What follows belongs to an exercise in optimizing a design on an open flow for small area, a short achievable clock period and few clock cycles per item; a production flow would make more cautious choices. Where RTL was checked, it was by simulation tests only, not by an equivalence proof against the original. No activity file was given, so power comes from the tool's default toggle rates.

Setup of the baseline:
Design checksum_engine, start of the top module:
module checksum_engine (
    input  wire        clk,
    input  wire        rst,         
    input  wire        cmd_valid,
    output wire        cmd_ready,
    input  wire [31:0] cmd_data,
    output reg         rsp_valid,
    output reg  [7:0]  rsp_data
);
For scale: about 2900 flip-flops, ~45 I/O pins.
clock: 35.0 ns
lec_check: 0
cap_margin: 20
core_margin: 2
core_utilization: 40
cts_cluster_diameter: 100
cts_cluster_size: 30
slew_margin: 20
standard.sh (not shown) runs the stock make flow with config.mk's settings and CLKGATE_MAP_FILE= SYNTH_SCRIPT=/design/flow/synth_recipe.tcl, a recipe that flattens the netlist after the stock synthesis.
==> flow/flow/run.sh <==
#!/bin/bash
# Own flow: the standard layout (standard.sh), with the port buffers that
# global placement inserts made sky130_fd_sc_hd__buf_4 instead of the default
# pick (a slow delay buffer). Each ORFS step keeps its own log under
# orfs/logs/; the make output is kept in standard.log.
set -euo pipefail
export BUFFER_PORTS_ARGS="-buffer_cell sky130_fd_sc_hd__buf_4"
bash standard.sh > standard.log 2>&1
Inputs modified between the baseline and the candidate:
--- a/flow/config.mk
+++ b/flow/config.mk
@@ -9,5 +9,3 @@
 export CORE_MARGIN = 2
 export CORE_UTILIZATION = 40
-export CTS_CLUSTER_DIAMETER = 100
-export CTS_CLUSTER_SIZE = 30
 export SLEW_MARGIN = 20
[summary]
Delta (the candidate minus the baseline): setup slack fell 0.098 ns; wire length climbed 3.4%; wire length of the first global-routing pass shows an increase of 3.9%.
The baseline → the candidate: post-synthesis adder-cell area fraction was more or less identical; relative area change from synthesis to final layout went up; floorplan die width about even.
No functional check of the RTL was part of any run of this note.


checksum_engine, a different RTL version from the one above (not shown whole).
For scale: about 5,300 cells after synthesis, ~76,000 um2 of cells after synthesis.
Settings: LEC_CHECK=0, CAP_MARGIN=20, CORE_MARGIN=2, CORE_UTILIZATION=55, CTS_CLUSTER_DIAMETER=70, CTS_CLUSTER_SIZE=25, SLEW_MARGIN=20; clock period 35.0 ns.
Scripts as last shown in full above: flow/flow/run.sh
The baseline ran to the end with no violations.
Testbench counts at the start, summed over its fixed seeds: cycles 597,645, commands 595,965.
==> next run, changes <==
Settings changed: CORE_UTILIZATION 55 to 40.
Effect: The new run finished with timing, DRC and antenna clean. Total power climbs by 1.0%. Utilization drops by 16 points. Flip-flop and latch count is unchanged. Cell count climbs by 10%. Global-route usage drops by 5.5 points. Combinational power stays flat. Wire length climbs by 0.79%. Clock-buffer cell count drops by 3. Area after synthesis stays the same. Final area climbs by 1.4%. Fmax climbs by 2.5%.
==> next run, changes <==
Settings changed: CTS_CLUSTER_SIZE 25 to 20.
After rerunning: Clock power grows by about 6%. Non-clock buffer count stays the same. Global-route usage hardly moves. Worst hold slack improves by 9.4 ps. Sequential share of layout area went down by 0.47 points. Core utilization is higher by 0.29 points. Total power goes up by 2.2%. Area after synthesis stays the same. First-iteration DRC count is lower by 5.3%. Critical path depth is unchanged. Sequential power barely changes.


Another version of the RTL of checksum_engine (not shown whole).
Size in the first run: ~5200 cells after synthesis, roughly 2900 flip-flops, about 45 I/O pins, ~0.076 mm² of cells after synthesis.
Design checksum_engine, start of the top module:
module checksum_engine (
    input  wire        clk,
    input  wire        rst,         
    input  wire        cmd_valid,
    output wire        cmd_ready,
    input  wire [31:0] cmd_data,
    output reg         rsp_valid,
    output reg  [7:0]  rsp_data
);
export LEC_CHECK = 0
export CAP_MARGIN = 20
export CORE_MARGIN = 2
export CORE_UTILIZATION = 40
export CTS_CLUSTER_DIAMETER = 70
export CTS_CLUSTER_SIZE = 28
export SLEW_MARGIN = 20
create_clock -name core_clock -period 35.0 [get_ports {clk}]
Scripts as last shown in full above: flow/flow/run.sh
The first run went through all stages and came out clean.
Testbench counts at the start, summed over its fixed seeds: cycles 597,645, commands 595,965.
Rerun with:
--- a/flow/config.mk
+++ b/flow/config.mk
@@ -12 +12 @@
-export CTS_CLUSTER_SIZE = 28
+export CTS_CLUSTER_SIZE = 25
Global-route usage stays flat.
Worst hold slack is better by 0.015 ns.
Sequential share of layout area decreases by 0.11 points.
Final area stays flat.
Worst setup slack is worse by 0.0059 ns.
Power increases slightly.

==> static timing again, ports no longer ideal <==
The flow's constraints put no driver on any port. The routed layouts listed below were extracted and timed again, unchanged, in two steps. Step 1, drivers: a clkbuf_16 drives clk and a buf_2 each remaining input, both assumed. Step 2 moves the port delays by t, midway between the first and last clock arrival at a register: inputs arrive t later, outputs are due t later. That takes back most of the time a late clock gives input paths. a / b / c = ideal / step 1 / step 2; a / b = the first two.
run | shift t [ns] | setup slack, ns | worst setup path after step 2 | pins driven straight from the clock port
the baseline | 0.855 | 26.744 / 26.657 / 26.443 | input to register | 1
the candidate | 0.945 | 26.646 / 26.562 / 26.459 | input to register | 1
the first run of note 2 | 0.853 | 26.530 / 26.585 / 25.732 | input to register | 1
the second run of note 2 | 0.879 | 26.735 / 26.654 / 26.487 | input to register | 1
the third run of note 2 | 0.896 | 26.723 / 26.638 / 26.480 | input to register | 1
the first run of note 3 | 0.867 | 26.755 / 26.672 / 26.653 | input to register | 1
the second run of note 3 | 0.875 | 26.749 / 26.663 / 26.675 | input to register | 1
After both steps every run listed still meets setup and hold. For the first run of note 2, which loses most, drivers alone change the setup slack by +0.055 ns; drivers and shift together by -0.798 ns.
